Context: an optimization exercise on an open-source flow, tuned for small area, a short achievable clock period and few clock cycles. The choices shown serve that exercise and are no tape-out recipe.
In this exercise RTL edits were held to simulation tests only and were not proved equivalent to the original.
Power is estimated from default activity; no workload was simulated.

===== flow/run.sh =====
#!/bin/bash
# synth_recipe.tcl (not shown) runs the flow's synth.tcl, then flattens the netlist and writes it again
# the make line also repeats each setting of config.mk as NAME=value (left out here)
make -C /OpenROAD-flow-scripts/flow DESIGN_CONFIG=/design/flow/config.mk WORK_HOME=/design/flow/orfs CLKGATE_MAP_FILE= SYNTH_SCRIPT=/design/flow/synth_recipe.tcl finish

===== flow/config.mk =====
export PLATFORM = sky130hd
export DESIGN_NAME = fu64
export DESIGN_NICKNAME = fu64
export VERILOG_FILES = /design/flow/design.v
export SDC_FILE = /design/flow/constraint.sdc
export NUM_CORES = 4
export LEC_CHECK = 0
export CAP_MARGIN = 20
export CORE_MARGIN = 2
export CORE_UTILIZATION = 35
export PLACE_DENSITY = 0.55
export SETUP_SLACK_MARGIN = 5
export SLEW_MARGIN = 20

===== flow/constraint.sdc =====
create_clock -name core_clock -period 9.0 [get_ports {clk}]
set_input_delay 1.8000 -clock core_clock [delete_from_list [all_inputs] [get_ports {clk}]]
set_output_delay 1.8000 -clock core_clock [all_outputs]
set_load 0.01 [all_outputs]

===== flow/design.v =====
module fu64_lzc8 (
    input  wire [7:0] x,
    output wire       nz,
    output wire [2:0] n
);
    assign nz = |x;
    assign n[2] = ~|x[7:4];
    wire [3:0] h = n[2] ? x[3:0] : x[7:4];
    assign n[1] = ~|h[3:2];
    wire [1:0] q = n[1] ? h[1:0] : h[3:2];
    assign n[0] = ~q[1];
endmodule
module fu64_lzc64 (
    input  wire [63:0] x,
    output wire [6:0]  n
);
    wire [7:0]  nz;
    wire [23:0] nb;
    genvar g;
    generate
        for (g = 0; g < 8; g = g + 1) begin : byte_lzc
            fu64_lzc8 u (.x(x[8*g+7:8*g]), .nz(nz[g]), .n(nb[3*g+2:3*g]));
        end
    endgenerate
    wire [7:0] z = ~nz;
    wire       b2 = &z[7:4];
    wire [3:0] zh = b2 ? z[3:0] : z[7:4];
    wire       b1 = &zh[3:2];
    wire [1:0] zq = b1 ? zh[1:0] : zh[3:2];
    wire       b0 = zq[1];
    wire [2:0] hi = {b2, b1, b0};
    wire [2:0] byte_idx = 3'd7 - hi;
    reg  [2:0] lo;
    always @(*) begin
        case (byte_idx)
            3'd0: lo = nb[2:0];
            3'd1: lo = nb[5:3];
            3'd2: lo = nb[8:6];
            3'd3: lo = nb[11:9];
            3'd4: lo = nb[14:12];
            3'd5: lo = nb[17:15];
            3'd6: lo = nb[20:18];
            default: lo = nb[23:21];
        endcase
    end
    assign n = (~|nz) ? 7'd64 : {1'b0, hi, lo};
endmodule
module fu64 (
    input  wire        clk,
    input  wire        rst,
    input  wire        flush,
    input  wire        in_valid,
    output wire        in_ready,
    input  wire [4:0]  in_op,
    input  wire [63:0] in_a,
    input  wire [63:0] in_b,
    input  wire [19:0] in_imm,
    input  wire [63:0] in_pc,
    output wire        out_valid,
    input  wire        out_ready,
    output wire [63:0] out_result,
    output wire        out_taken,
    output wire        out_fault,
    output wire        out_div0
);
    localparam OP_ADD  = 5'd0,  OP_SUB  = 5'd1,  OP_AND  = 5'd2,  OP_OR   = 5'd3;
    localparam OP_XOR  = 5'd4,  OP_SLL  = 5'd5,  OP_SRL  = 5'd6,  OP_SRA  = 5'd7;
    localparam OP_MUL  = 5'd8,  OP_DIV  = 5'd9,  OP_DIVU = 5'd10, OP_REM  = 5'd11;
    localparam OP_REMU = 5'd12, OP_ADDI = 5'd13, OP_ANDI = 5'd14, OP_ORI  = 5'd15;
    localparam OP_XORI = 5'd16, OP_SLLI = 5'd17, OP_SRLI = 5'd18, OP_SRAI = 5'd19;
    localparam OP_LD   = 5'd20, OP_SD   = 5'd21, OP_BEQ  = 5'd22, OP_BNE  = 5'd23;
    localparam OP_BLT  = 5'd24, OP_BGE  = 5'd25, OP_LUI  = 5'd26, OP_JAL  = 5'd27;
    reg         x_v;
    reg  [63:0] A, B, P;
    reg  [11:0] I;
    reg         k_add, k_log, k_sh, k_br, k_mul, k_div;
    reg         l_x, l_g;        
    reg         sh_left, sh_arith;
    reg  [1:0]  brt;             
    reg         add_sub;         
    reg         add_zx;          
    reg         one0, two0, neg0, one1, two1, neg1;    
    reg         d_signed, d_rem;
    reg         s_abs, s_lzc, s_algn, s_iter, s_fin;    
    reg  [6:0]  cnt;
    reg  [6:0]  lzq_a, lzq_b;   
    reg         xl_q;            
    reg         d_negq, d_negr, d_ovf, d_dz;
    reg         o_v;
    reg  [63:0] o_res;
    reg         o_tk, o_flt, o_dz;
    assign out_valid  = o_v;
    assign out_result = o_res;
    assign out_taken  = o_tk;
    assign out_fault  = o_flt;
    assign out_div0   = o_dz;
    wire i_add = (in_op == OP_ADD) || (in_op == OP_SUB) || (in_op == OP_ADDI) ||
                 (in_op == OP_LD) || (in_op == OP_SD) || (in_op == OP_LUI) ||
                 (in_op == OP_JAL);
    wire i_log = (in_op == OP_AND) || (in_op == OP_OR) || (in_op == OP_XOR) ||
                 (in_op == OP_ANDI) || (in_op == OP_ORI) || (in_op == OP_XORI);
    wire i_sh  = (in_op == OP_SLL) || (in_op == OP_SRL) || (in_op == OP_SRA) ||
                 (in_op == OP_SLLI) || (in_op == OP_SRLI) || (in_op == OP_SRAI);
    wire i_br  = (in_op == OP_BEQ) || (in_op == OP_BNE) || (in_op == OP_BLT) ||
                 (in_op == OP_BGE);
    wire i_mul = (in_op == OP_MUL);
    wire i_div = (in_op == OP_DIV) || (in_op == OP_DIVU) || (in_op == OP_REM) ||
                 (in_op == OP_REMU);
    wire i_sdiv = (in_op == OP_DIV) || (in_op == OP_REM);
    wire i_imm = (in_op >= OP_ADDI) && (in_op <= OP_SD);
    wire i_lui = (in_op == OP_LUI);
    wire i_jal = (in_op == OP_JAL);
    wire [14:0] ne_a, ne_b, top_a;
    genvar gj;
    generate
        for (gj = 0; gj < 15; gj = gj + 1) begin : grp
            assign ne_a[gj] = in_a[4*gj+6:4*gj+3] != {4{in_a[63]}};
            assign ne_b[gj] = in_b[4*gj+6:4*gj+3] != {4{in_b[63]}};
            if (gj == 14) begin : top
                assign top_a[gj] = ne_a[gj];
            end else begin : below
                assign top_a[gj] = ne_a[gj] | top_a[gj+1];
            end
        end
    endgenerate
    wire        mul_swap = i_mul && |(ne_b & ~top_a);
    wire        i_bz  = (in_b == 64'd0);
    wire        i_abs = i_sdiv && (in_a[63] || in_b[63]);
    wire [63:0] imm64 = {{44{in_imm[19]}}, in_imm};
    wire [63:0] a_in  = i_jal ? in_pc : (mul_swap ? in_b : in_a);
    wire [63:0] b_in  = i_imm ? imm64 :
                        i_lui ? {imm64[51:0], 12'd0} :
                        i_jal ? 64'd4 :
                        mul_swap ? in_a : {in_b[63:1], in_b[0] | (i_div && i_bz)};
    wire [63:0] add_x = add_zx ? 64'd0 : A;
    wire [63:0] add_y = add_sub ? ~B : B;
    wire [64:0] sum   = {1'b0, add_x} + {1'b0, add_y} + {64'd0, add_sub};
    wire [63:0] log_res = ((A ^ B) & {64{l_x}}) | ((A & B) & {64{l_g}});
    function [63:0] rev64(input [63:0] v);
        integer i;
        for (i = 0; i < 64; i = i + 1) rev64[i] = v[63 - i];
    endfunction
    wire [63:0] sh_src = s_algn ? rev64(B) : (sh_left ? rev64(A) : A);
    wire [5:0]  sh_amt = s_algn ? lz_d[5:0] : B[5:0];
    wire        sh_fill = sh_arith && A[63];
    wire [127:0] sh_ext = {{64{sh_fill}}, sh_src} >> sh_amt;
    wire [63:0] sh_r   = sh_ext[63:0];
    wire [63:0] sh_res = (sh_left || s_algn) ? rev64(sh_r) : sh_r;
    wire        br_eq = (A == B);
    wire        br_lt = (A[63] != B[63]) ? A[63] : sum[63];
    wire        br_tk = (brt == 2'd0) ? br_eq :
                        (brt == 2'd1) ? !br_eq :
                        (brt == 2'd2) ? br_lt : !br_lt;
    wire [13:0] tl_t  = {1'b0, P[12:0]} + {1'b0, I, 1'b0};
    wire [13:0] tl_n  = {1'b0, P[12:0]} + 14'd4;
    wire [50:0] th    = P[63:13];
    wire [50:0] th_p  = th + 51'd1;
    wire [50:0] th_m  = th - 51'd1;
    wire        t_up  = br_tk ? (tl_t[13] & ~I[11]) : tl_n[13];
    wire        t_dn  = br_tk & ~tl_t[13] & I[11];
    wire [63:0] br_res = {t_up ? th_p : (t_dn ? th_m : th),
                          br_tk ? tl_t[12:0] : tl_n[12:0]};
    wire na_abs = d_signed && A[63];
    function [5:0] booth2(input [4:0] m);    
        booth2[5] = m[3] ^ m[2];                                       
        booth2[4] = (m[4] & ~m[3] & ~m[2]) | (~m[4] & m[3] & m[2]);    
        booth2[3] = m[4];                                              
        booth2[2] = m[1] ^ m[0];                                       
        booth2[1] = (m[2] & ~m[1] & ~m[0]) | (~m[2] & m[1] & m[0]);    
        booth2[0] = m[2];                                              
    endfunction
    wire [5:0] bsel_in = booth2({b_in[3:0], 1'b0});
    wire [5:0] bsel_nx = booth2(B[7:3]);
    wire [63:0] A2   = {A[62:0], 1'b0};
    wire [63:0] pp0  = (({64{one0}} & A) | ({64{two0}} & A2)) ^ {64{neg0}};
    wire [63:0] m1   = ({64{one1}} & A) | ({64{two1}} & A2);
    wire [63:0] pp1  = {m1[61:0], 2'b00} ^ {64{neg1}};
    wire [63:0] cs_s = P ^ pp0 ^ pp1;
    wire [63:0] cs_c = {(P[62:0] & pp0[62:0]) | (P[62:0] & pp1[62:0]) | (pp0[62:0] & pp1[62:0]), neg1};
    wire [63:0] mul_acc = cs_s + cs_c + {63'd0, neg0};
    wire        mul_last_nx = (&B[63:7]) || (~|B[63:7]);
    wire        mul_last_in = (&b_in[63:3]) || (~|b_in[63:3]);
    wire        ovf    = d_signed && (A == 64'h8000000000000000) && (&B);
    wire [6:0]  lz_a, lz_b;
    fu64_lzc64 u_lza (.x(A), .n(lz_a));
    fu64_lzc64 u_lzb (.x(B), .n(lz_b));
    wire [6:0]  lz_d = lzq_b - lzq_a;
    wire        q_ge = sum[64];
    wire [63:0] q_nx = {P[62:0], q_ge};
    wire [63:0] r_nx = q_ge ? sum[63:0] : A;
    wire        neg_v = d_rem ? d_negr : d_negq;
    wire o_free = !o_v || out_ready;
    wire x_fire = x_v && xl_q && o_free;
    wire x_step = x_v && !xl_q;
    assign in_ready = !x_v || x_fire;
    wire accept = in_valid && in_ready && !rst && !flush;
    wire [63:0] x_res = ({64{k_add || k_div}} & sum[63:0]) |
                        ({64{k_log}} & log_res) |
                        ({64{k_sh}}  & sh_res) |
                        ({64{k_br}}  & br_res) |
                        ({64{k_mul}} & mul_acc);
    always @(posedge clk) begin
        if (rst || flush)
            o_v <= 1'b0;
        else if (o_free)
            o_v <= x_fire;
        if (x_fire) begin
            o_res <= x_res;
            o_tk  <= k_br && br_tk;
            o_flt <= k_div && d_ovf;
            o_dz  <= k_div && d_dz;
        end
    end
    always @(posedge clk) begin
        if (rst || flush)
            x_v <= 1'b0;
        else if (accept)
            x_v <= 1'b1;
        else if (x_fire)
            x_v <= 1'b0;
        if (accept) begin
            A        <= a_in;
            B        <= b_in;
            P        <= (i_mul || i_div) ? 64'd0 : in_pc;
            I        <= in_imm[11:0];
            k_add    <= i_add;
            k_log    <= i_log;
            k_sh     <= i_sh;
            k_br     <= i_br;
            k_mul    <= i_mul;
            k_div    <= i_div;
            l_x      <= !((in_op == OP_AND) || (in_op == OP_ANDI));
            l_g      <= !((in_op == OP_XOR) || (in_op == OP_XORI));
            sh_left  <= (in_op == OP_SLL) || (in_op == OP_SLLI);
            sh_arith <= (in_op == OP_SRA) || (in_op == OP_SRAI);
            brt      <= in_op[1:0] - 2'd2;
            add_sub  <= (in_op == OP_SUB) || i_br || (i_sdiv && in_b[63]) ||
                        (i_div && !i_abs);
            add_zx   <= (i_div && i_abs) || i_lui;
            if (i_div) begin
                {one1, two1, neg1} <= 3'b000;
                {one0, two0, neg0} <= {2'b10, i_sdiv && in_a[63]};
            end else begin
                {one1, two1, neg1, one0, two0, neg0} <= bsel_in;
            end
            d_signed <= i_sdiv;
            d_rem    <= (in_op == OP_REM) || (in_op == OP_REMU);
            s_abs    <= i_div && i_abs;
            s_lzc    <= i_div && !i_abs;
            d_negq   <= 1'b0;
            d_negr   <= 1'b0;
            d_ovf    <= 1'b0;
            d_dz     <= i_bz;
            s_algn   <= 1'b0;
            s_iter   <= 1'b0;
            s_fin    <= 1'b0;
            xl_q     <= i_add || i_log || i_sh || i_br || (i_mul && mul_last_in);
        end else if (x_step && k_mul) begin
            xl_q  <= mul_last_nx;
            A     <= {A[59:0], 4'd0};
            B     <= {{4{B[63]}}, B[63:4]};
            P     <= mul_acc;
            {one1, two1, neg1, one0, two0, neg0} <= bsel_nx;
        end else if (x_step && s_abs) begin
            A      <= mul_acc;
            B      <= sum[63:0];
            d_negq <= na_abs ^ (d_signed && B[63]);
            d_negr <= na_abs;
            d_ovf  <= ovf;
            add_sub <= 1'b1;
            add_zx  <= 1'b0;
            s_abs  <= 1'b0;
            s_lzc  <= 1'b1;
        end else if (x_step && s_lzc) begin
            s_lzc <= 1'b0;
            lzq_a <= lz_a;
            lzq_b <= lz_b;
            if (d_ovf || !q_ge) begin
                B       <= (d_rem && !d_ovf) ? A : 64'd0;
                add_sub <= neg_v;
                add_zx  <= 1'b1;
                s_fin   <= 1'b1;
                xl_q    <= 1'b1;
            end else begin
                s_algn <= 1'b1;
            end
        end else if (x_step && s_algn) begin
            B       <= sh_res;
            cnt     <= lz_d;
            s_algn  <= 1'b0;
            s_iter  <= 1'b1;
        end else if (x_step && s_iter) begin
            A   <= r_nx;
            P   <= q_nx;
            cnt <= cnt - 7'd1;
            if (cnt == 7'd0) begin
                B       <= d_rem ? r_nx : q_nx;
                add_sub <= neg_v;
                add_zx  <= 1'b1;
                s_iter  <= 1'b0;
                s_fin   <= 1'b1;
                xl_q    <= 1'b1;
            end else begin
                B <= {1'b0, B[63:1]};
            end
        end
    end
endmodule

==> results of run 1 <==
[cell families after synthesis]
logic type,after synthesis
AND/OR/NAND/NOR,1784
multiplexers,428
AO/OA/AOI/OAI,2007
buffers and inverters,706
XOR/XNOR,388
flip-flops,325
adder cells (fa/ha/maj),280
[power groups by stage]
stage	combinational, mW	sequential, mW	clock, mW
floorplan	2.38	1.85	0
global placement	4.17	1.93	0
detailed placement	4.14	1.93	0
CTS	5.25	1.88	2.02
global route	6.30	1.90	2.07
finish	6.25	1.89	2.04
[synthesized netlist by cell type (all sizes together), types with 68 or more instances]
cell    instances  area, um^2
nand2         631        2370
a221oi         98         900
a22oi         201        1510
nor4           68         438
mux2           87         980
ha            213        2670
a21oi         442        2220
a31oi          76         488
o211ai         85         638
edfxtp        318        9550
xnor2         235        2060
nand4          72         450
nand3         126         631
mux2i         331        3320
xor2          153        1340
clkbuf        443        1660
a222oi        118        1180
nor2          464        1740
nor2b          87         544
inv           131         492
a21o          126         946
nor3           75         390
buf           125         573
o21ai         358        1800
[layout by cell type, fill, tap and decap left out, types with 61 or more instances in the layout]
cell type,count
nand4_1,72
nand2_1,583
buf_6,160
nor2b_1,79
xor2_1,111
fa_1,63
mux2_2,82
o211ai_1,85
a22oi_1,163
a21o_1,119
ha_1,125
a22o_1,67
o21ai_0,214
a221oi_1,61
mux2i_1,265
edfxtp_1,318
xnor2_1,190
o21ai_1,74
clkdlybuf4s50_1,196
nand3_1,118
a222oi_1,118
buf_12,65
buf_4,516
nor3_1,62
inv_1,123
a21oi_1,317
nor2_1,409
a21oi_2,75
[state kept, by name, indices dropped and copies added (netlist names), 2 cells and up]
name,count
A,64
B,64
P,64
o_res,64
I,12
cnt,7
lzq_a,7
lzq_b,7
brt,2
[tightest hold or removal path, stage by stage (launching register included)]
cell     delay [ns]
dfxtp_1        0.31
nand2_1        0.05
a21oi_1        0.05
[worst paths after layout]
path | depth (start not counted) | endpoint | slack [ns]
setup / recovery | 19 | A[57]$_DFFE_PP_ | 3.58
hold / removal | 2 | d_negq$_SDFFE_PP0P_ | 0.46
setup reg to reg | 19 | A[57]$_DFFE_PP_ | 3.58
hold reg to reg | 2 | d_negq$_SDFFE_PP0P_ | 0.46
[metrics by stage]
| stage | cell area (um^2) | hold WS, ns | util | setup WS, ns | total power, mW |
|---|---|---|---|---|---|
| CTS | 62900 | 0.456 | 0.473 | 3.73 | 9.16 |
| finish | 66300 | 0.460 | 0.499 | 3.58 | 10.2 |
| global route | 66300 | 0.502 | 0.498 | 3.53 | 10.3 |
| detailed placement | 51800 | 0.448 | 0.390 | 1.80 | 6.08 |
| floorplan | 46900 | 0.431 | - | 3.78 | 4.24 |
| global placement | 51800 | 0.441 | 0.390 | 1.81 | 6.10 |
[timing repair]
action | CTS | global route
cloned | 41 | 3
resized for setup | 1342 | 440
buffers inserted | 379 | 134
setup endpoints to repair | 520 | 328
hold buffers | 0 | 0
hold endpoints to repair | 0 | 0
pin swaps | 392 | 242
[metal layers]
layer | wire length, um | GRT usage
met4 | 34400 | 0.357
met1 | 127000 | 0.611
met3 | 56100 | 0.216
met2 | 133000 | 0.662
met5 | 349 | 0
[cell type report]
cell class / count / area, um^2 / area share
tap: 1768 / 2210 / 0.0334
clock inverter: 35 / 367 / 0.00553
timing repair buffer: 1085 / 11100 / 0.168
inverter: 135 / 549 / 0.00828
antenna: 17 / 42.5 / 0.000642
sequential: 325 / 9690 / 0.146
multi-input combinational: 4897 / 41100 / 0.620
clock buffer: 53 / 1220 / 0.0184
==> impl_metrics.yaml, run 1 <==
sta:
  fin_crit_ns: 5.42
  setup_viol_count_final: 0
  finalHoldViolations: 0
  fmax_mhz: 185
  setup_tns_ns: 0
  slew_viol_final: 0
  skew_ns: 0.0507
  rsz0062_at_grt: "yes"
  worst_slew_pin_slew_ns: 1.33
  relSlewSlack: 0.109
  fin_crit_sh: 0.602
synthesis:
  synthMuxAreaShare: 0.0968
  synth_edf_count: 318
  yosys_warnings: 2
  synthFlopType: "edfxtp_1"
  synth-async-reset-ratio: 0
  ys_seq_area_frac: 0.207
  synthCells: 5918
  ys_seq_elements: 325
  synth-xor-area-share: 0.0728
  synth_top_family_by_area: "compound AO/OA/AOI/OAI gates"
  avgSynthCellArea_um2: 7.89
  synthAdderAreaFrac: 0.0858
  syn_nets: 6420
  syn_area_mm2: 0.0467
  synth_simple_gate_area_frac: 0.179
  synth.distinct_cells: 105
  synth_compound_area_frac: 0.299
power:
  leakagePower_nw: 25.3
  max-vdd-ir-drop_uv: 184
  seqPwrFrac: 0.186
  comb_power_share: 0.613
  power_frac_clock: 0.200
  p_int_mw: 5.33
  power_switching_mw: 4.85
  powerDensity_mw_per_mm2: 154
  switching_share: 0.477
setup_path:
  cpPeakStageDelay_ns: 0.49
  crit_path_frequent_cell: "buf_12"
  crit_type: "reg2reg"
  end_kind: "flip-flop"
  cp.required_ns: 9.37
  worst-endpoint-arrival_ns: 5.79
  r2r_start: "one0$_DFFE_PN_"
  start_kind: "flip-flop"
  path_max_fanout: 8
  startpoint: "one0$_DFFE_PN_"
  crit_buf_inv: 2
  cp_top_family: "compound AO/OA/AOI/OAI gates"
  path_cells: "buf_12 > a22oi_2 > xnor2_2 > fa_1 > ha_4 > and4_1 > a211o_4 > o2111a_2 > nand3b_1 > a21o_4 > a41o_4 > a31oi_4 > o31ai_4 > a221oi_4 > buf_12 > o21ai_2 > xor2_2 > a222oi_1 > o21ai_1"
  cpMaxStageDelayCell: "fa_1"
die:
  die_h_um: 369
  rows: 134
  start_util: 0.351
  ios: 291
  die_w_um: 369
  die-area_mm2: 0.136
  fp.coreArea_mm2: 0.133
cells_and_area:
  synthToLayoutAreaGrowth_pct: 42.0
  layout-drive-gt1-share: 0.294
  finalNetCount: 6993
  final_cells: 8315
  nFillCells: 12500
clock_tree:
  clkTransAtPathRegs_ns: 0.06
  cts_root_buf: "clkbuf_16"
  cts_buffers: 47
  tritoncts: "done"
  clock_latency_ns: 0.69
  h-tree-depth: 2
  cts_sinks: 325
  ctsLongestPathBuffers: 3
run_status:
  status: "complete, no violations"
hold_path:
  min_path_type: "reg2reg"
  min_from: "d_negq$_SDFFE_PP0P_"
global_routing:
  grt_pass1_vias: 55200
  grt_antenna_before_repair: 24
  grt.total_usage: 0.490
  grt_pass1_wl_um: 466000
  grt.overflow.total: 0
  grt_max_degree: 135
route:
  vias: 60000
  drt-pass1-iter-count: 11
  drc: 0
  viasPerCell: 7.22
  routed_wl_um: 351000
  drt_iter0_drc: 11500
  wire_per_inst_um: 42.2
  antenna_left: 0
placed_design:
  hpwl_um: 250000
  numPlacedInstances: 7652
  port_buffers: 290
  gp_congestion: 1.15
flow_run:
  max_cap_viol_count: 0
Testbench counts, summed over its fixed seeds: cycles 17,679.
==> run 2: changes to the inputs <==
--- a/flow/config.mk
+++ b/flow/config.mk
@@ -12,2 +12,3 @@
 export SETUP_SLACK_MARGIN = 5
 export SLEW_MARGIN = 20
+export TNS_END_PERCENT = 0
==> run 2 against run 1 <==
Critical path type unchanged. Global-route usage fell by 3.1 points. Register-to-register slack worse by 0.23 ns. Via count is 5.5% lower.
==> impl_metrics.yaml, run 2 <==
route:
  routed_wl_um: 327000
  drt_iter0_drc: 10700
  vias: 56700
  drt-pass1-iter-count: 13
  viasPerCell: 7.20
  drc: 0
  wire_per_inst_um: 41.5
  antenna_left: 0
setup_path:
  worst-endpoint-arrival_ns: 5.96
  crit_type: "reg2reg"
  cp_top_family: "simple AND/OR/NAND/NOR gates"
  startpoint: "A[51]$_DFFE_PP_"
  cpPeakStageDelay_ns: 0.84
  path_cells: "buf_4 > ha_1 > nor4_1 > buf_4 > nand4_1 > nor4_1 > o32ai_2 > buf_4 > o21a_1 > or2_2 > and3_1 > mux2i_1 > xor2_1 > o221ai_1"
  start_kind: "flip-flop"
  end_kind: "flip-flop"
  r2r_start: "A[51]$_DFFE_PP_"
  rr_worst_depth: 14
  reg2reg_to: "o_res[16]$_DFFE_PP_"
  cp.required_ns: 9.31
  cpMaxStageDelayCell: "nor4_1"
  crit_path_frequent_cell: "buf_4"
  crit_buf_inv: 3
  path_max_fanout: 7
  reg2reg_slack_ns: 3.35
sta:
  worst_slew_pin_slew_ns: 1.36
  fin_crit_ns: 5.65
  setup_tns_ns: 0
  rsz0062_at_grt: "yes"
  layout_setup_ws_ns: 3.35
  skew_ns: 0.0717
  finalHoldViolations: 0
  setup_viol_count_final: 0
  relSlewSlack: 0.0893
  fmax_mhz: 177
  fin_crit_sh: 0.627
  slew_viol_final: 0
die:
  rows: 134
  die_h_um: 369
  die-area_mm2: 0.136
  fp.coreArea_mm2: 0.133
  start_util: 0.351
  die_w_um: 369
  ios: 291
clock_tree:
  ctsLongestPathBuffers: 3
  cts_root_buf: "clkbuf_16"
  holdBufCountCts: 0
  cts_sinks: 325
  tritoncts: "done"
  cts_buffers: 45
  clkTransAtPathRegs_ns: 0.06
  clock_latency_ns: 0.69
  h-tree-depth: 2
synthesis:
  avgSynthCellArea_um2: 7.89
  synthFlopType: "edfxtp_1"
  ys_seq_elements: 325
  synth-xor-area-share: 0.0728
  synth_top_area_share: 0.204
  synthMostInstantiatedCell: "nand2_1"
  synthMuxAreaShare: 0.0968
  synthTopCellsByArea: "edfxtp_1 (20%), mux2i_1 (7.1%), ha_1 (5.7%)"
  syn_nets: 6420
  syn_area_mm2: 0.0467
  synth-async-reset-ratio: 0
  synthAdderAreaFrac: 0.0858
  synth_simple_gate_area_frac: 0.179
  yosys_warnings: 2
  synth_common_cells: "nand2_1 (630), nor2_1 (464), clkbuf_1 (442)"
  yosysTopAreaCell: "edfxtp_1"
  synth_top_family_by_area: "compound AO/OA/AOI/OAI gates"
  synth_edf_count: 318
  ys_seq_area_frac: 0.207
  synth_compound_area_frac: 0.299
  synthCells: 5918
  synth.distinct_cells: 105
global_routing:
  grt.overflow.total: 0
  grt_pass1_wl_um: 438000
  grt_pass1_vias: 51500
  grt_antenna_before_repair: 35
  grt_max_degree: 120
  grt.total_usage: 0.459
run_status:
  status: "complete, no violations"
cells_and_area:
  synthToLayoutAreaGrowth_pct: 19.4
  finalNetCount: 6556
  layout-drive-gt1-share: 0.131
  final_cell_mix: "nand2_1 (619), nor2_1 (451), a21oi_1 (417), mux2i_1 (327), buf_4 (324)"
  final_cells: 7878
  layout_commonest_cell: "nand2_1"
  nFillCells: 13600
power:
  powerDensity_mw_per_mm2: 155
  leakagePower_nw: 21.3
  max-vdd-ir-drop_uv: 132
hold_path:
  holdPathStages: 2
  holdPathEnd: "d_negq$_SDFFE_PP0P_"
  min_from: "d_negq$_SDFFE_PP0P_"
  min_path_type: "reg2reg"
placed_design:
  hpwl_um: 249000
  port_buffers: 290
  numPlacedInstances: 7671
  dp_slack_ns: 1.70
  gp_congestion: 1.14
flow_run:
  max_cap_viol_count: 0
## run 2: cell types whose count changed in the layout (fill, tap and decap cells not counted), moves of 61 or more
cell,delta
ha_1,+61
mux2i_1,+62
buf_4,-192
o21ai_0,+100
buf_6,-151
a21oi_1,+100
## run 2: worst max-delay path by stage
| stage | depth (start not counted) | end |
|---|---|---|
| global placement | 15 | xl_q$_DFFE_PP_ |
| global route | 21 | A[57]$_DFFE_PP_ |
| CTS | 21 | o_res[59]$_DFFE_PP_ |
| detailed placement | 14 | xl_q$_DFFE_PP_ |
| finish | 14 | o_res[16]$_DFFE_PP_ |
| floorplan | 8 | P[0]$_DFFE_PP_ |
## run 2: metal layers
metal	global-route usage	vias to the layer above	part of all wire
met5	0.0146	-	0.0015
met4	0.270	28	0.077
met3	0.202	1099	0.16
met2	0.615	5007	0.38
met1	0.600	27700	0.39
li1	-	22800	-
## run 2: per-stage QoR
step	hold WS, ns	util	instance area (um^2)	power (mW)
floorplan	0.431	-	46800	4.24
global placement	0.440	0.390	51900	6.04
detailed placement	0.451	0.391	51900	6.01
CTS	0.458	0.416	55300	8.22
global route	0.498	0.419	55700	8.71
finish	0.462	0.419	55700	8.63
## run 2: kinds of logic (layout without fill, tap and decap cells)
family,Yosys count,after routing
mux,428,428
xor+xnor,388,388
fa+ha+maj,280,280
flops,325,325
other cells,0,27
compound gates,2007,2010
buf+inv,706,867
simple gates,1784,1785
## run 2: final cells by class
class / count / area, um^2 / area share
inverter: 135 / 513 / 0.00920
tap: 1768 / 2210 / 0.0397
clock buffer: 55 / 1160 / 0.0209
clock inverter: 21 / 297 / 0.00532
multi-input combinational: 4891 / 35700 / 0.641
timing repair buffer: 656 / 6050 / 0.109
antenna: 27 / 67.6 / 0.00121
sequential: 325 / 9690 / 0.174
## run 2: tightest hold or removal path, delay by kind of cell (launching register included)
family          cells  cell delay (ns)
flops               1             0.31
simple gates        1             0.05
compound gates      1             0.05
## run 2: timing repair
action                     4_1_cts  5_1_grt
setup buffers                   74       20
pin swaps                       82       34
hold endpoints to repair         0        0
cloned                           7        1
setup endpoints to repair      516      482
gates resized for setup        279       42
## run 2: power by group
group	internal (mW)	switching (mW)
Sequential	1.77	0.119
Clock	1.12	0.861
Combinational	1.57	3.19
==> run 3: changes to the inputs <==
--- a/flow/config.mk
+++ b/flow/config.mk
@@ -9,4 +9,5 @@
 export CORE_MARGIN = 2
 export CORE_UTILIZATION = 35
+export GPL_ROUTABILITY_DRIVEN = 0
 export PLACE_DENSITY = 0.55
 export SETUP_SLACK_MARGIN = 5
==> run 3 against run 2 <==
Synthesized cell count stayed put. Wire length is 8.1% lower. Cell count is 0.91% lower. Highest routed layer unchanged. Core utilization is 0.36 points lower. Still clean on timing, DRC and antenna. First-iteration DRC count is 19% higher. Sequential share of layout area is 0.15 points higher.
==> impl_metrics.yaml, run 3 <==
clock_tree:
  tritoncts: "done"
  cts_buffers: 45
  h-tree-depth: 2
  clock_latency_ns: 0.69
  ctsLongestPathBuffers: 3
  holdBufCountCts: 0
  cts_root_buf: "clkbuf_16"
  cts_sinks: 325
  clkTransAtPathRegs_ns: 0.06
die:
  ios: 291
  rows: 134
  die_w_um: 369
  die_h_um: 369
  start_util: 0.351
  fp.coreArea_mm2: 0.133
  die-area_mm2: 0.136
setup_path:
  cpPeakStageDelay_ns: 0.84
  crit_buf_inv: 3
  r2r_start: "s_algn$_SDFFE_PP0P_"
  reg2reg_to: "o_res[40]$_DFFE_PP_"
  start_kind: "flip-flop"
  worst-endpoint-arrival_ns: 6.16
  cpMaxStageDelayCell: "a222oi_1"
  rr_worst_depth: 14
  path_max_fanout: 63
  crit_type: "reg2reg"
  end_kind: "flip-flop"
  reg2reg_slack_ns: 3.14
  cp_top_family: "compound AO/OA/AOI/OAI gates"
  cp.required_ns: 9.29
  path_cells: "buf_4 > clkinv_2 > buf_6 > mux2i_1 > mux2i_1 > mux2i_1 > nor2_1 > or3_1 > o21ai_0 > o21ai_0 > o21ai_1 > o21ai_0 > a222oi_1 > o211ai_1"
synthesis:
  synth_common_cells: "nand2_1 (630), nor2_1 (464), clkbuf_1 (442)"
  syn_area_mm2: 0.0467
  synthTopCellsByArea: "edfxtp_1 (20%), mux2i_1 (7.1%), ha_1 (5.7%)"
  synth-async-reset-ratio: 0
  synth.distinct_cells: 105
  ys_seq_elements: 325
  synthCells: 5918
  ys_seq_area_frac: 0.207
  synth_edf_count: 318
  synthMostInstantiatedCell: "nand2_1"
  yosysTopAreaCell: "edfxtp_1"
  yosys_warnings: 2
  synthFlopType: "edfxtp_1"
  synth_top_area_share: 0.204
  syn_nets: 6420
  avgSynthCellArea_um2: 7.89
sta:
  fin_crit_ns: 5.86
  slew_viol_final: 0
  skew_ns: 0.0451
  rsz0062_at_grt: "yes"
  timing.hold.ws_ns: 0.471
  setup_viol_count_final: 0
  setup_tns_ns: 0
  worst_slew_pin_slew_ns: 1.44
  finalHoldViolations: 0
  fin_crit_sh: 0.652
  relSlewSlack: 0.0322
  fmax_mhz: 171
route:
  viasPerCell: 7.36
  antenna_left: 0
  routed_wl_um: 300000
  drt-pass1-iter-count: 14
  wire_per_inst_um: 38.5
  vias: 57500
  drt_iter0_drc: 12700
  drc: 0
cells_and_area:
  layout_commonest_cell: "nand2_1"
  stdcell_area_mm2: 0.0553
  finalNetCount: 6470
  synthToLayoutAreaGrowth_pct: 18.3
  layout-drive-gt1-share: 0.118
  final_cell_mix: "nand2_1 (616), nor2_1 (450), a21oi_1 (413), mux2i_1 (327), edfxtp_1 (318)"
  utilization: 0.416
power:
  max-vdd-ir-drop_uv: 158
  p_total_mw: 8.51
  powerDensity_mw_per_mm2: 154
  leakagePower_nw: 20.9
global_routing:
  grt.total_usage: 0.424
  grt_antenna_before_repair: 55
  grt_pass1_wl_um: 411000
  grt_max_degree: 105
  grt_pass1_vias: 51600
  grt.overflow.total: 0
hold_path:
  holdPathEnd: "d_negq$_SDFFE_PP0P_"
  min_path_type: "reg2reg"
  min_from: "d_negq$_SDFFE_PP0P_"
  holdPathStages: 2
flow_run:
  max_cap_viol_count: 0
placed_design:
  port_buffers: 290
  hpwl_um: 216000
  place_area_mm2: 0.0514
run_status:
  status: "complete, no violations"
-- run 3: cell types whose count changed in the layout (fill, tap and decap cells not counted), sizes merged, moves of 3 or more --
cell / before / now
buf: 362 / 275
clkinv: 13 / 24
bufinv: 7 / 4
clkdlybuf4s50: 252 / 273
clkbuf: 57 / 54
diode: 27 / 35
dlygate4sd2: 35 / 13
-- run 3: layout make-up --
| cell class | instances | area (um^2) |
|---|---|---|
| diodes | 35 | 87.6 |
| multi-input cells | 4891 | 35800 |
| fillers | 13400 | 77700 |
| well taps | 1768 | 2210 |
| clock inverters | 29 | 273 |
| flip-flops and latches | 325 | 9690 |
| inverters | 135 | 513 |
| clock buffers | 53 | 1180 |
| repair buffers | 570 | 5540 |
-- run 3: repair_timing --
| action | 4_1_cts | 5_1_grt |
|---|---|---|
| resized for setup | 233 | 48 |
| cloned | 13 | 0 |
| pin swaps | 89 | 34 |
| endpoints found under the hold margin | 0 | 0 |
| setup endpoints to repair | 399 | 384 |
| buffers inserted | 59 | 13 |
-- run 3: kinds of logic (layout without fill, tap and decap cells) --
family,count (synthesis),count (layout),synth area share
buffers and inverters,706,787,0.0593
other,0,35,0
AO/OA/AOI/OAI,2007,2011,0.299
multiplexers,428,428,0.0968
adder cells (fa/ha/maj),280,280,0.0858
XOR/XNOR,388,388,0.0728
AND/OR/NAND/NOR,1784,1784,0.179
flip-flops,325,325,0.207
-- run 3: how the worst max path moves through the flow --
stage | from | to | slack, ns | cells past startpoint
finish | s_algn$_SDFFE_PP0P_ | o_res[40]$_DFFE_PP_ | 3.14 | 14
detailed placement | in_b[63] | xl_q$_DFFE_PP_ | 1.77 | 16
CTS | one1$_DFFE_PN_ | o_res[59]$_DFFE_PP_ | 3.64 | 20
global placement | in_b[63] | xl_q$_DFFE_PP_ | 1.77 | 16
global route | in_b[20] | xl_q$_DFFE_PP_ | 3.36 | 16
floorplan | out_ready | P[0]$_DFFE_PP_ | 3.78 | 8
-- run 3: metal layers --
| metal | GRT usage | vias up | part of all wire |
|---|---|---|---|
| li1 | - | 22700 | - |
| met1 | 0.489 | 27200 | 0.34 |
| met2 | 0.562 | 5773 | 0.37 |
| met3 | 0.247 | 1790 | 0.18 |
| met4 | 0.332 | 58 | 0.11 |
| met5 | 0.0167 | - | 0.0035 |
-- run 3: per-stage QoR --
step | cells | setup WS, ns
3_5_place_dp | 7598 | 1.77
3_3_place_gp | 7597 | 1.77
2_1_floorplan | 5918 | 3.78
4_1_cts | 7752 | 3.64
6_report | 7806 | 3.14
5_1_grt | 7780 | 3.36
-- run 3: where the power goes --
| part | total, mW | switching (mW) | leakage (nW) | internal, mW |
|---|---|---|---|---|
| Clock | 1.92 | 0.863 | 0.715 | 1.05 |
| Combinational | 4.67 | 3.11 | 17.2 | 1.56 |
| Sequential | 1.92 | 0.146 | 2.94 | 1.77 |
-- run 3: worst register-to-register path: cells and delay by family, from the launching register on --
family | cells | cell delay [ns]
AO/OA/AOI/OAI | 6 | 2.46
multiplexers | 3 | 1.20
buffers and inverters | 3 | 0.99
flip-flops | 1 | 0.43
AND/OR/NAND/NOR | 2 | 0.39
==> run 4: changes to the inputs <==
--- a/flow/design.v
+++ b/flow/design.v
@@ -46,4 +46,27 @@
     assign n = (~|nz) ? 7'd64 : {1'b0, hi, lo};
 endmodule
+module fu64_add64 (
+    input  wire [63:0] a,
+    input  wire [63:0] b,
+    input  wire        ci,
+    output wire [63:0] s,
+    output wire        co
+);
+    wire [63:0] p0 = a ^ b;
+    wire [63:0] g0 = (a & b) | {63'd0, p0[0] & ci};
+    wire [63:0] g1 = g0 | (p0 & {g0[62:0], 1'b0});
+    wire [63:0] p1 = p0 & {p0[62:0], 1'b1};
+    wire [63:0] g2 = g1 | (p1 & {g1[61:0], 2'b0});
+    wire [63:0] p2 = p1 & {p1[61:0], 2'b11};
+    wire [63:0] g3 = g2 | (p2 & {g2[59:0], 4'b0});
+    wire [63:0] p3 = p2 & {p2[59:0], 4'hf};
+    wire [63:0] g4 = g3 | (p3 & {g3[55:0], 8'b0});
+    wire [63:0] p4 = p3 & {p3[55:0], 8'hff};
+    wire [63:0] g5 = g4 | (p4 & {g4[47:0], 16'b0});
+    wire [63:0] p5 = p4 & {p4[47:0], 16'hffff};
+    wire [63:0] g6 = g5 | (p5 & {g5[31:0], 32'b0});
+    assign s  = p0 ^ {g6[62:0], ci};
+    assign co = g6[63];
+endmodule
 module fu64 (
     input  wire        clk,
@@ -135,5 +158,6 @@
     wire [63:0] add_x = add_zx ? 64'd0 : A;
     wire [63:0] add_y = add_sub ? ~B : B;
-    wire [64:0] sum   = {1'b0, add_x} + {1'b0, add_y} + {64'd0, add_sub};
+    wire [64:0] sum;
+    fu64_add64 u_add (.a(add_x), .b(add_y), .ci(add_sub), .s(sum[63:0]), .co(sum[64]));
     wire [63:0] log_res = ((A ^ B) & {64{l_x}}) | ((A & B) & {64{l_g}});
     function [63:0] rev64(input [63:0] v);
@@ -178,5 +202,7 @@
     wire [63:0] cs_s = P ^ pp0 ^ pp1;
     wire [63:0] cs_c = {(P[62:0] & pp0[62:0]) | (P[62:0] & pp1[62:0]) | (pp0[62:0] & pp1[62:0]), neg1};
-    wire [63:0] mul_acc = cs_s + cs_c + {63'd0, neg0};
+    wire [63:0] mul_acc;
+    wire        mul_co;
+    fu64_add64 u_cpa (.a(cs_s), .b(cs_c), .ci(neg0), .s(mul_acc), .co(mul_co));
     wire        mul_last_nx = (&B[63:7]) || (~|B[63:7]);
     wire        mul_last_in = (&b_in[63:3]) || (~|b_in[63:3]);
--- a/flow/config.mk
+++ b/flow/config.mk
@@ -9,5 +9,4 @@
 export CORE_MARGIN = 2
 export CORE_UTILIZATION = 35
-export GPL_ROUTABILITY_DRIVEN = 0
 export PLACE_DENSITY = 0.55
 export SETUP_SLACK_MARGIN = 5
==> run 4 against run 3 <==
Largest cell class unchanged. Die area rose by 2.3%. Critical endpoint is now o_res[19]$_DFFE_PP_. Register-to-register slack gained 0.54 ns. Largest power group unchanged. First-iteration DRC count down 15%. Sequential power down 5%. Area after synthesis is 2.3% higher. Power fell by 5.8%. Via count up 2.7%. Critical path type unchanged. Wire length grew 19%. Cell area increased by 7.6%. Non-clock buffer count increased by 169. Core utilization increased by 2.3 points.
==> impl_metrics.yaml, run 4 <==
cells_and_area:
  final_cell_mix: "nand2_1 (598), nor2_1 (394), a21oi_1 (379), buf_4 (372), mux2i_1 (352)"
  layout_commonest_cell: "nand2_1"
  finalNetCount: 6750
  synthToLayoutAreaGrowth_pct: 24.4
  layout-drive-gt1-share: 0.181
  nFillCells: 13800
global_routing:
  grt_pass1_wl_um: 477000
  grt_pass1_vias: 54700
  grt.overflow.total: 0
  grt.total_usage: 0.488
  grt_antenna_before_repair: 43
  grt_max_degree: 125
sta:
  slew_viol_final: 0
  setup_tns_ns: 0
  worst_slew_pin_slew_ns: 1.16
  relSlewSlack: 0.229
  fin_crit_ns: 5.32
  setup_viol_count_final: 0
  fin_crit_sh: 0.592
  rsz0062_at_grt: "yes"
  layout_setup_ws_ns: 3.68
  finalHoldViolations: 0
  fmax_mhz: 188
  skew_ns: 0.0777
die:
  die_w_um: 374
  fp.coreArea_mm2: 0.135
  die-area_mm2: 0.140
  rows: 135
  start_util: 0.353
  ios: 291
  die_h_um: 374
clock_tree:
  ctsLongestPathBuffers: 3
  clkTransAtPathRegs_ns: 0.07
  holdBufCountCts: 0
  cts_buffers: 48
  tritoncts: "done"
  cts_sinks: 325
  h-tree-depth: 2
  clock_latency_ns: 0.72
  cts_root_buf: "clkbuf_16"
run_status:
  status: "complete, no violations"
route:
  drc: 0
  wire_per_inst_um: 44.3
  viasPerCell: 7.30
  drt-pass1-iter-count: 13
  routed_wl_um: 358000
  antenna_left: 0
  vias: 59100
  drt_iter0_drc: 10800
placed_design:
  dp_slack_ns: 1.65
  gp_congestion: 1.10
  port_buffers: 290
  hpwl_um: 268000
setup_path:
  crit_type: "reg2reg"
  cp.required_ns: 9.41
  reg2reg_slack_ns: 3.68
  start_kind: "flip-flop"
  path_max_fanout: 12
  end_kind: "flip-flop"
  worst-endpoint-arrival_ns: 5.73
synthesis:
  synthFlopType: "edfxtp_1"
  synth_top_area_share: 0.200
  synthTopCellsByArea: "edfxtp_1 (20%), mux2i_1 (8.1%), ha_1 (5.6%)"
  syn_area_mm2: 0.0478
  synth_common_cells: "nand2_1 (610), clkbuf_1 (493), a21oi_1 (421)"
  yosysTopAreaCell: "edfxtp_1"
  synth.distinct_cells: 93
  synthCells: 6044
  synthMostInstantiatedCell: "nand2_1"
  synth_edf_count: 318
  syn_nets: 6546
  yosys_warnings: 2
  ys_seq_area_frac: 0.203
  ys_seq_elements: 325
  synth-async-reset-ratio: 0
  avgSynthCellArea_um2: 7.91
flow_run:
  max_cap_viol_count: 0
hold_path:
  min_path_type: "reg2reg"
power:
  leakagePower_nw: 23.0
  powerDensity_mw_per_mm2: 135
  max-vdd-ir-drop_uv: 141
==> run 4: final cells by class <==
cell class	instances	area (um^2)	share of cell area
Antenna cell	22	55.1	0.000926
Clock buffer	53	1220	0.0205
Clock inverter	35	370	0.00623
Inverter	158	597	0.0100
Multi-Input combinational cell	4976	38200	0.642
Sequential cell	325	9690	0.163
Tap cell	1781	2230	0.0375
Timing Repair Buffer	739	7110	0.119
==> run 4: logic make-up after synthesis <==
group                      synth area share
AOI/OAI and AO/OA                     0.295
and+or+nand+nor                       0.177
buffers and inverters                0.0596
muxes                                 0.110
xor gates and xnor gates             0.0714
DFF                                   0.203
adders and majority gates            0.0838
==> run 4: critical path, stage by stage (launching register included) <==
cell      delay [ns]
edfxtp_1        0.52
buf_4           0.28
ha_1            0.44
nor4_1          0.49
nand4_1         0.30
nor4_4          0.59
xnor2_1         0.14
o21ai_2         0.31
nor2b_2         0.16
a21oi_1         0.17
buf_4           0.31
nand2_2         0.31
o22ai_1         0.35
xnor2_1         0.10
o211ai_1        0.54
==> run 4: what timing repair did <==
action	CTS	global route
cloned	17	5
setup buffers	139	29
pin swaps	104	105
resized for setup	452	217
setup endpoints to repair	356	355
==> run 4: where the power goes <==
| part | internal (mW) | switching (mW) | leakage [nW] | total [mW] |
|---|---|---|---|---|
| Clock | 1.15 | 0.930 | 0.773 | 2.08 |
| Sequential | 1.75 | 0.0797 | 3.01 | 1.83 |
| Combinational | 1.38 | 2.72 | 19.2 | 4.10 |
==> run 4: through the flow <==
step / hold WS (ns) / power, mW / instance area [um^2] / cells / utilization
5_1_grt: 0.498 / 8.09 / 59400 / 8068 / 0.439
2_1_floorplan: 0.431 / 3.68 / 47900 / 6044 / -
6_report: 0.463 / 8.01 / 59500 / 8089 / 0.439
3_3_place_gp: 0.442 / 5.25 / 53100 / 7788 / 0.392
3_5_place_dp: 0.453 / 5.22 / 53100 / 7788 / 0.392
4_1_cts: 0.461 / 7.61 / 58000 / 8032 / 0.428
==> run 4: final timing paths <==
check                                          from                  end  cells past startpoint
worst max register to register       A[1]$_DFFE_PP_  o_res[19]$_DFFE_PP_                     14
worst max-delay path                 A[1]$_DFFE_PP_  o_res[19]$_DFFE_PP_                     14
worst min-delay path            d_negr$_SDFFE_PP0P_  d_negr$_SDFFE_PP0P_                      2
worst min register to register  d_negr$_SDFFE_PP0P_  d_negr$_SDFFE_PP0P_                      2
==> run 4: per-layer routing <==
layer | GRT usage | wire [um]
met1 | 0.597 | 131000
met2 | 0.693 | 142000
met3 | 0.199 | 52100
met4 | 0.337 | 32900
met5 | 0 | 518
Testbench counts of run 4, summed over its fixed seeds: cycles 17,679.
==> run 5: changes to the inputs <==
--- a/flow/design.v
+++ b/flow/design.v
@@ -51,8 +51,12 @@
     input  wire        ci,
     output wire [63:0] s,
-    output wire        co
+    output wire        co,
+    output wire [63:0] px,       
+    output wire [63:0] gx        
 );
     wire [63:0] p0 = a ^ b;
     wire [63:0] g0 = (a & b) | {63'd0, p0[0] & ci};
+    assign px = p0;
+    assign gx = a & b;
     wire [63:0] g1 = g0 | (p0 & {g0[62:0], 1'b0});
     wire [63:0] p1 = p0 & {p0[62:0], 1'b1};
@@ -159,6 +163,8 @@
     wire [63:0] add_y = add_sub ? ~B : B;
     wire [64:0] sum;
-    fu64_add64 u_add (.a(add_x), .b(add_y), .ci(add_sub), .s(sum[63:0]), .co(sum[64]));
-    wire [63:0] log_res = ((A ^ B) & {64{l_x}}) | ((A & B) & {64{l_g}});
+    wire [63:0] add_p, add_g;
+    fu64_add64 u_add (.a(add_x), .b(add_y), .ci(add_sub), .s(sum[63:0]), .co(sum[64]),
+                      .px(add_p), .gx(add_g));
+    wire [63:0] log_res = (add_p & {64{l_x}}) | (add_g & {64{l_g}});
     function [63:0] rev64(input [63:0] v);
         integer i;
@@ -171,5 +177,5 @@
     wire [63:0] sh_r   = sh_ext[63:0];
     wire [63:0] sh_res = (sh_left || s_algn) ? rev64(sh_r) : sh_r;
-    wire        br_eq = (A == B);
+    wire        br_eq = &add_p;
     wire        br_lt = (A[63] != B[63]) ? A[63] : sum[63];
     wire        br_tk = (brt == 2'd0) ? br_eq :
@@ -204,5 +210,7 @@
     wire [63:0] mul_acc;
     wire        mul_co;
-    fu64_add64 u_cpa (.a(cs_s), .b(cs_c), .ci(neg0), .s(mul_acc), .co(mul_co));
+    wire [63:0] mul_p, mul_g;
+    fu64_add64 u_cpa (.a(cs_s), .b(cs_c), .ci(neg0), .s(mul_acc), .co(mul_co),
+                      .px(mul_p), .gx(mul_g));
     wire        mul_last_nx = (&B[63:7]) || (~|B[63:7]);
     wire        mul_last_in = (&b_in[63:3]) || (~|b_in[63:3]);
==> run 5 against run 4 <==
Combinational power is 15% higher. Non-clock buffer count is 96 lower. Sequential power is 3% higher. Synthesized cell count is 1.5% lower. Hold slack better by 0.0064 ns. Largest cell class unchanged. Clock power is 5% lower. Worst setup slack worse by 0.40 ns. Highest routed layer unchanged. Via count is 2.3% lower. Still clean. Maximum frequency is 6.9% lower.
==> impl_metrics.yaml, run 5 <==
run_status:
  status: "complete, no violations"
sta:
  setup_viol_count_final: 0
  slew_viol_final: 0
  relSlewSlack: 0.107
  rsz0062_at_grt: "yes"
  fin_crit_sh: 0.636
  worst_slew_pin_slew_ns: 1.34
  fmax_mhz: 175
  finalHoldViolations: 0
  setup_tns_ns: 0
  fin_crit_ns: 5.72
  skew_ns: 0.0647
global_routing:
  grt_max_degree: 131
  grt_antenna_before_repair: 45
  grt.overflow.total: 0
  grt_pass1_wl_um: 467000
  grt.total_usage: 0.492
  grt_pass1_vias: 53700
power:
  leakagePower_nw: 21.6
  seqPwrFrac: 0.219
  power_frac_clock: 0.230
  p_int_mw: 4.37
  max-vdd-ir-drop_uv: 126
  comb_power_share: 0.550
  power_switching_mw: 4.21
  p_total_mw: 8.58
  switching_share: 0.490
  powerDensity_mw_per_mm2: 153
synthesis:
  synthFlopType: "edfxtp_1"
  synthAdderAreaFrac: 0.0686
  synthMuxAreaShare: 0.120
  ys_seq_area_frac: 0.206
  synth_simple_gate_area_frac: 0.173
  synth-xor-area-share: 0.0711
  synth_edf_count: 318
  synth_top_family_by_area: "compound AO/OA/AOI/OAI gates"
  syn_area_mm2: 0.0469
  synthCells: 5953
  ys_seq_elements: 325
  yosys_warnings: 2
  yosysTopAreaCell: "edfxtp_1"
  synth_top_area_share: 0.203
  synthMostInstantiatedCell: "nor2_1"
  synthTopCellsByArea: "edfxtp_1 (20%), mux2i_1 (9.4%), a21oi_1 (4.9%)"
  synth-async-reset-ratio: 0
  synth_common_cells: "nor2_1 (513), clkbuf_1 (466), a21oi_1 (462)"
  avgSynthCellArea_um2: 7.88
  syn_nets: 6392
  synth_compound_area_frac: 0.296
  synth.distinct_cells: 107
hold_path:
  min_from: "d_negq$_SDFFE_PP0P_"
  min_path_type: "reg2reg"
clock_tree:
  cts_buffers: 46
  ctsLongestPathBuffers: 3
  tritoncts: "done"
  holdBufCountCts: 0
  cts_root_buf: "clkbuf_16"
  clock_latency_ns: 0.71
  cts_sinks: 325
  h-tree-depth: 2
  clkTransAtPathRegs_ns: 0.06
flow_run:
  max_cap_viol_count: 0
setup_path:
  start_kind: "flip-flop"
  cpMaxStageDelayCell: "a222oi_1"
  path_max_fanout: 34
  r2r_start: "lzq_b[0]$_SDFFCE_PP0P_"
  path_cells: "inv_1 > ha_1 > inv_1 > fa_1 > mux2_2 > buf_6 > mux2i_1 > o21ai_0 > mux2i_1 > o21ai_0 > o21ai_1 > mux2i_1 > a222oi_1 > o211ai_1"
  startpoint: "lzq_b[0]$_SDFFCE_PP0P_"
  cp.required_ns: 9.36
  crit_path_frequent_cell: "mux2i_1"
  cpPeakStageDelay_ns: 0.95
  crit_type: "reg2reg"
  worst-endpoint-arrival_ns: 6.08
  end_kind: "flip-flop"
die:
  start_util: 0.352
  die_w_um: 370
  fp.coreArea_mm2: 0.133
  die_h_um: 370
  rows: 134
  die-area_mm2: 0.137
  ios: 291
cells_and_area:
  utilization: 0.420
  layout-drive-gt1-share: 0.135
  final_cell_mix: "nor2_1 (498), nand2_1 (450), a21oi_1 (441), mux2i_1 (424), o21ai_0 (344)"
  finalNetCount: 6479
  stdcell_area_mm2: 0.0560
  synthToLayoutAreaGrowth_pct: 19.3
  layout_commonest_cell: "nor2_1"
route:
  vias: 57700
  antenna_left: 0
  drt_iter0_drc: 10300
  drt-pass1-iter-count: 10
  drc: 0
  routed_wl_um: 351000
  wire_per_inst_um: 44.7
  viasPerCell: 7.34
placed_design:
  place_area_mm2: 0.0517
  port_buffers: 290
  hpwl_um: 268000
  gp_congestion: 1.11
==> run 5: cell count changes in the layout (fill, tap and decap cells not counted), moves of 24 or more <==
cell             change
a21oi_1             +62
a222oi_1            +32
a311oi_1            -38
buf_4               -67
clkdlybuf4s50_1     +31
ha_1                -46
mux2i_1             +72
nand2_1            -148
nor2_1             +104
o21ai_0             +48
o22ai_1             -24
xor2_1              +25
==> run 5: critical path: cells and delay by family, from the launching register on <==
kind,cells,cell delay [ns]
mux,4,1.47
fa+ha+maj,2,0.77
flops,1,0.36
compound gates,5,2.24
buf+inv,3,0.53
==> run 5: timing repair <==
action,4_1_cts,5_1_grt
gates cloned,8,3
gates resized for setup,284,58
setup endpoints to repair,524,490
buffers inserted,93,23
pin swaps,68,25
==> run 5: through the flow <==
stage	setup slack [ns]	hold WS (ns)	instances
5_1_grt	3.37	0.495	7845
6_report	3.28	0.470	7865
3_5_place_dp	1.59	0.451	7633
4_1_cts	3.62	0.462	7818
3_3_place_gp	1.56	0.438	7633
2_1_floorplan	3.63	0.431	5953
==> run 5: layout make-up <==
class	instances	area, um^2
Antenna cell	21	52.6
Clock buffer	50	1170
Clock inverter	34	338
Fill cell	13700	77300
Inverter	151	578
Multi-Input combinational cell	4873	35800
Sequential cell	325	9690
Tap cell	1768	2210
Timing Repair Buffer	643	6120
==> run 5: power groups by stage <==
stage	Sequential, mW	Clock (mW)	Combinational, mW
global route	1.88	2.01	4.79
floorplan	1.84	0	2.33
global placement	1.93	0	4.09
detailed placement	1.93	0	4.08
finish	1.88	1.98	4.72
CTS	1.88	1.96	4.39
==> run 5: path summary, 6_finish.rpt <==
path,cells past startpoint,to,slack [ns]
max,14,o_res[21]$_DFFE_PP_,3.28
min,2,d_negq$_SDFFE_PP0P_,0.47
max reg2reg,14,o_res[21]$_DFFE_PP_,3.28
min reg2reg,2,d_negq$_SDFFE_PP0P_,0.47
==> run 5: kinds of logic after synthesis <==
kind of cell,count (synthesis)
AO/OA/AOI/OAI,2021
AND/OR/NAND/NOR,1704
buffers and inverters,759
multiplexers,546
XOR/XNOR,381
flip-flops,325
adder cells (fa/ha/maj),217
==> run 5: metal layers <==
metal	track usage	part of all wire	wire length (um)
met1	0.576	0.36	125000
met2	0.703	0.40	140000
met3	0.198	0.14	48200
met4	0.404	0.11	37600
met5	0	0.00055	193
Testbench counts of run 5, summed over its fixed seeds: cycles 17,679.
==> run 6: changes to the inputs <==
--- a/flow/design.v
+++ b/flow/design.v
@@ -102,4 +102,5 @@
     reg  [11:0] I;
     reg         k_add, k_log, k_sh, k_br, k_mul, k_div;
+    reg         k_jal;           
     reg         l_x, l_g;        
     reg         sh_left, sh_arith;
@@ -123,6 +124,5 @@
     assign out_div0   = o_dz;
     wire i_add = (in_op == OP_ADD) || (in_op == OP_SUB) || (in_op == OP_ADDI) ||
-                 (in_op == OP_LD) || (in_op == OP_SD) || (in_op == OP_LUI) ||
-                 (in_op == OP_JAL);
+                 (in_op == OP_LD) || (in_op == OP_SD) || (in_op == OP_LUI);
     wire i_log = (in_op == OP_AND) || (in_op == OP_OR) || (in_op == OP_XOR) ||
                  (in_op == OP_ANDI) || (in_op == OP_ORI) || (in_op == OP_XORI);
@@ -130,5 +130,5 @@
                  (in_op == OP_SLLI) || (in_op == OP_SRLI) || (in_op == OP_SRAI);
     wire i_br  = (in_op == OP_BEQ) || (in_op == OP_BNE) || (in_op == OP_BLT) ||
-                 (in_op == OP_BGE);
+                 (in_op == OP_BGE) || (in_op == OP_JAL);
     wire i_mul = (in_op == OP_MUL);
     wire i_div = (in_op == OP_DIV) || (in_op == OP_DIVU) || (in_op == OP_REM) ||
@@ -155,8 +155,7 @@
     wire        i_abs = i_sdiv && (in_a[63] || in_b[63]);
     wire [63:0] imm64 = {{44{in_imm[19]}}, in_imm};
-    wire [63:0] a_in  = i_jal ? in_pc : (mul_swap ? in_b : in_a);
+    wire [63:0] a_in  = mul_swap ? in_b : in_a;
     wire [63:0] b_in  = i_imm ? imm64 :
                         i_lui ? {imm64[51:0], 12'd0} :
-                        i_jal ? 64'd4 :
                         mul_swap ? in_a : {in_b[63:1], in_b[0] | (i_div && i_bz)};
     wire [63:0] add_x = add_zx ? 64'd0 : A;
@@ -179,5 +178,6 @@
     wire        br_eq = &add_p;
     wire        br_lt = (A[63] != B[63]) ? A[63] : sum[63];
-    wire        br_tk = (brt == 2'd0) ? br_eq :
+    wire        br_tk = k_jal ? 1'b0 :
+                        (brt == 2'd0) ? br_eq :
                         (brt == 2'd1) ? !br_eq :
                         (brt == 2'd2) ? br_lt : !br_lt;
@@ -262,4 +262,5 @@
             k_sh     <= i_sh;
             k_br     <= i_br;
+            k_jal    <= i_jal;
             k_mul    <= i_mul;
             k_div    <= i_div;
==> run 6 against run 5 <==
First-iteration DRC count decreased by 5.6%. Maximum frequency increased by 2.4%. Non-clock buffer count increased by 78. Core utilization increased by 1.7 points. Flip-flop and latch count increased by 1. Hold slack got worse by 0.015 ns. Sequential power about the same. Clock power increased by 13%. Power decreased by 2.6%. Critical path type unchanged. Largest power group unchanged.
==> impl_metrics.yaml, run 6 <==
cells_and_area:
  nFillCells: 13300
  utilization: 0.437
  final-seq-area_mm2: 0.00972
  final_cell_mix: "nand2_1 (615), a21oi_1 (394), nor2_1 (371), buf_4 (354), mux2i_1 (322)"
  layout-drive-gt1-share: 0.171
  synthToLayoutAreaGrowth_pct: 23.8
  finalNetCount: 6502
  stdcell_area_mm2: 0.0574
  multi_input_area_mm2: 0.0363
  layout_commonest_cell: "nand2_1"
die:
  fp.coreArea_mm2: 0.131
  die_w_um: 368
  die-area_mm2: 0.135
  ios: 291
  start_util: 0.353
  die_h_um: 368
  rows: 133
sta:
  fin_crit_ns: 5.59
  fin_crit_sh: 0.621
  slew_viol_final: 0
  setup_tns_ns: 0
  fmax_mhz: 179
  worst_slew_pin_slew_ns: 1.37
  relSlewSlack: 0.0860
  finalHoldViolations: 0
  skew_ns: 0.0518
  rsz0062_at_grt: "yes"
  setup_viol_count_final: 0
setup_path:
  crit_buf_inv: 4
  path_max_fanout: 17
  path_cells: "buf_12 > bufbuf_16 > xor2_1 > ha_2 > a21o_1 > a21o_1 > a21oi_1 > nor2_1 > o41a_1 > o22ai_1 > nor2_4 > buf_4 > nand2_1 > o31a_1 > a21o_4 > buf_4"
  reg2reg_slack_ns: 3.41
  rr_worst_depth: 16
  cpPeakStageDelay_ns: 0.52
  r2r_start: "add_sub$_DFFE_PP_"
  end_kind: "flip-flop"
  cp.required_ns: 9.34
  reg2reg_to: "B[16]$_DFFE_PP_"
  worst-endpoint-arrival_ns: 5.93
  cpMaxStageDelayCell: "o22ai_1"
  cp_top_family: "compound AO/OA/AOI/OAI gates"
  start_kind: "flip-flop"
  crit_type: "reg2reg"
global_routing:
  grt_antenna_before_repair: 34
  grt.overflow.total: 0
  grt_pass1_wl_um: 469000
  grt_max_degree: 109
  grt.total_usage: 0.499
  grt_pass1_vias: 52900
  gr-usage-met2: 0.703
  busiest_layer: "met2"
  met1_usage: 0.587
  grt_use_met3: 0.192
clock_tree:
  ctsLongestPathBuffers: 3
  cts_sinks: 326
  clkTransAtPathRegs_ns: 0.06
  h-tree-depth: 2
  holdBufCountCts: 0
  clock_latency_ns: 0.70
  tritoncts: "done"
  cts_root_buf: "clkbuf_16"
  cts_buffers: 47
placed_design:
  place_area_mm2: 0.0518
  gp_congestion: 1.11
  port_buffers: 290
  hpwl_um: 261000
power:
  power_frac_clock: 0.267
  powerDensity_mw_per_mm2: 145
  comb_power_share: 0.511
  max-vdd-ir-drop_uv: 160
  seqPwrFrac: 0.222
  leakagePower_nw: 21.3
  p_int_mw: 4.45
  switching_share: 0.467
  power_switching_mw: 3.90
hold_path:
  holdPathEnd: "d_negq$_SDFFE_PP0P_"
  min_from: "d_negq$_SDFFE_PP0P_"
  holdPathStages: 2
  min_path_type: "reg2reg"
route:
  drc: 0
  viasPerCell: 7.29
  antenna_left: 0
  drt_iter0_drc: 9759
  wire_per_inst_um: 44.6
  routed_wl_um: 352000
  vias: 57500
  drt-pass1-iter-count: 14
synthesis:
  synthCells: 5877
  avgSynthCellArea_um2: 7.89
  synth-async-reset-ratio: 0
  synth.distinct_cells: 100
  syn_area_mm2: 0.0464
  ys_seq_area_frac: 0.209
  synthTopCellsByArea: "edfxtp_1 (21%), mux2i_1 (7.3%), nand2_1 (5.0%)"
  yosys_warnings: 2
  synthFlopType: "edfxtp_1"
  ys_seq_elements: 326
  synthMostInstantiatedCell: "nand2_1"
  yosysTopAreaCell: "edfxtp_1"
  synth_edf_count: 319
  synth_top_area_share: 0.206
  synth_common_cells: "nand2_1 (619), clkbuf_1 (491), a21oi_1 (423)"
  syn_nets: 6316
flow_run:
  max_cap_viol_count: 0
run_status:
  status: "complete, no violations"
run 6: changes by cell type after synthesis, moves of 20 or more:
| cell | delta |
|---|---|
| mux2i_1 | -102 |
| a221o_1 | +29 |
| o21ai_0 | -26 |
| nor2_1 | -118 |
| nor3_1 | -20 |
| a21oi_1 | -39 |
| buf_2 | -43 |
| a221oi_1 | +43 |
| a222oi_1 | -27 |
| clkbuf_1 | +25 |
| nand2_1 | +165 |
run 6: kinds of logic after synthesis:
kind of cell | Yosys count | synth area share
flops | 326 | 0.209
compound gates | 1996 | 0.300
buf+inv | 731 | 0.0601
fa+ha+maj | 217 | 0.0694
mux | 467 | 0.108
simple gates | 1756 | 0.180
xor+xnor | 384 | 0.0727
run 6: final cells by class:
type,count,area share
Clock buffer,57,0.0222
Timing Repair Buffer,721,0.120
Tap cell,1755,0.0382
Sequential cell,326,0.169
Multi-Input combinational cell,4823,0.632
Antenna cell,22,0.000958
Clock inverter,30,0.00778
Inverter,144,0.00976
run 6: metal layers:
layer	vias up	share of wire
li1	22900	-
met1	28300	0.36
met2	4731	0.40
met3	1521	0.13
met4	14	0.12
met5	-	0.00031
run 6: worst reg2reg max path, cell delays in order, from the launching register on:
cell       delay, ns
edfxtp_1        0.41
buf_12          0.18
bufbuf_16       0.33
xor2_1          0.33
ha_2            0.40
a21o_1          0.18
a21o_1          0.16
a21oi_1         0.34
nor2_1          0.14
o41a_1          0.50
o22ai_1         0.52
nor2_4          0.12
buf_4           0.28
nand2_1         0.17
o31a_1          0.34
a21o_4          0.38
buf_4           0.42
run 6: what timing repair did:
action,CTS,global route
gates resized for setup,354,225
buffers inserted,100,41
endpoints found under the setup margin,523,506
cloned,11,4
pin swaps,56,66
run 6: worst max path at each step:
stage	start	to	slack [ns]	cells past startpoint
2_1_floorplan	out_ready	P[0]$_DFFE_PP_	3.50	10
6_report	add_sub$_DFFE_PP_	B[16]$_DFFE_PP_	3.41	16
3_5_place_dp	in_a[51]	xl_q$_DFFE_PP_	1.80	14
5_1_grt	one1$_DFFE_PN_	o_res[27]$_DFFE_PP_	3.55	19
4_1_cts	in_b[23]	xl_q$_DFFE_PP_	3.69	15
3_3_place_gp	in_a[51]	two0$_DFFE_PN_	1.81	14
run 6: stage by stage:
stage / setup WS, ns / total power [mW] / hold WS, ns / instances
floorplan: 3.50 / 3.85 / 0.431 / 5877
global placement: 1.81 / 5.56 / 0.441 / 7604
detailed placement: 1.80 / 5.56 / 0.451 / 7606
CTS: 3.69 / 7.95 / 0.459 / 7804
global route: 3.55 / 8.46 / 0.496 / 7857
finish: 3.41 / 8.35 / 0.455 / 7878
run 6: power by group through the flow:
stage	Clock (mW)	Combinational (mW)	Sequential (mW)
after floorplan	0	2.02	1.83
after CTS	2.22	3.89	1.85
after global routing	2.27	4.33	1.86
final	2.23	4.27	1.86
after global placement	0	3.67	1.89
after detailed placement	0	3.67	1.89
Testbench counts of run 6, summed over its fixed seeds: cycles 17,679.

[separate check: timing with driven ports]
The results above use ideal ports. As a check the final layouts listed here were re-extracted and re-timed, cells and wires unchanged. Step 1 sets driving cells, clkbuf_16 on the clock port and buf_2 on the other inputs (assumed; they add their load-dependent delay and slew). Step 2, shift: input delay + t, output delay - t, t = (earliest + latest rising clock arrival at the registers) / 2. This alone moves slack from input paths to output paths. Three values: ideal, step 1, step 2; two values: the first two.
run	t (ns)	setup WS [ns]	worst register clock-pin slew, ns	cell pins on the clock port's net
run 1	0.756	3.582 / 3.582 / 3.125	0.08 / 0.08	1
run 2	0.740	3.353 / 3.353 / 2.736	0.09 / 0.09	1
run 3	0.748	3.136 / 3.136 / 2.664	0.07 / 0.07	1
run 4	0.755	3.676 / 3.676 / 3.107	0.09 / 0.09	1
run 5	0.759	3.280 / 3.280 / 2.718	0.10 / 0.10	1
run 6	0.760	3.412 / 3.412 / 2.909	0.08 / 0.08	1
After both steps setup and hold are still met in every run listed. For run 2, which loses most, drivers alone change the setup slack by 0.000 ns; drivers and shift together by -0.617 ns.
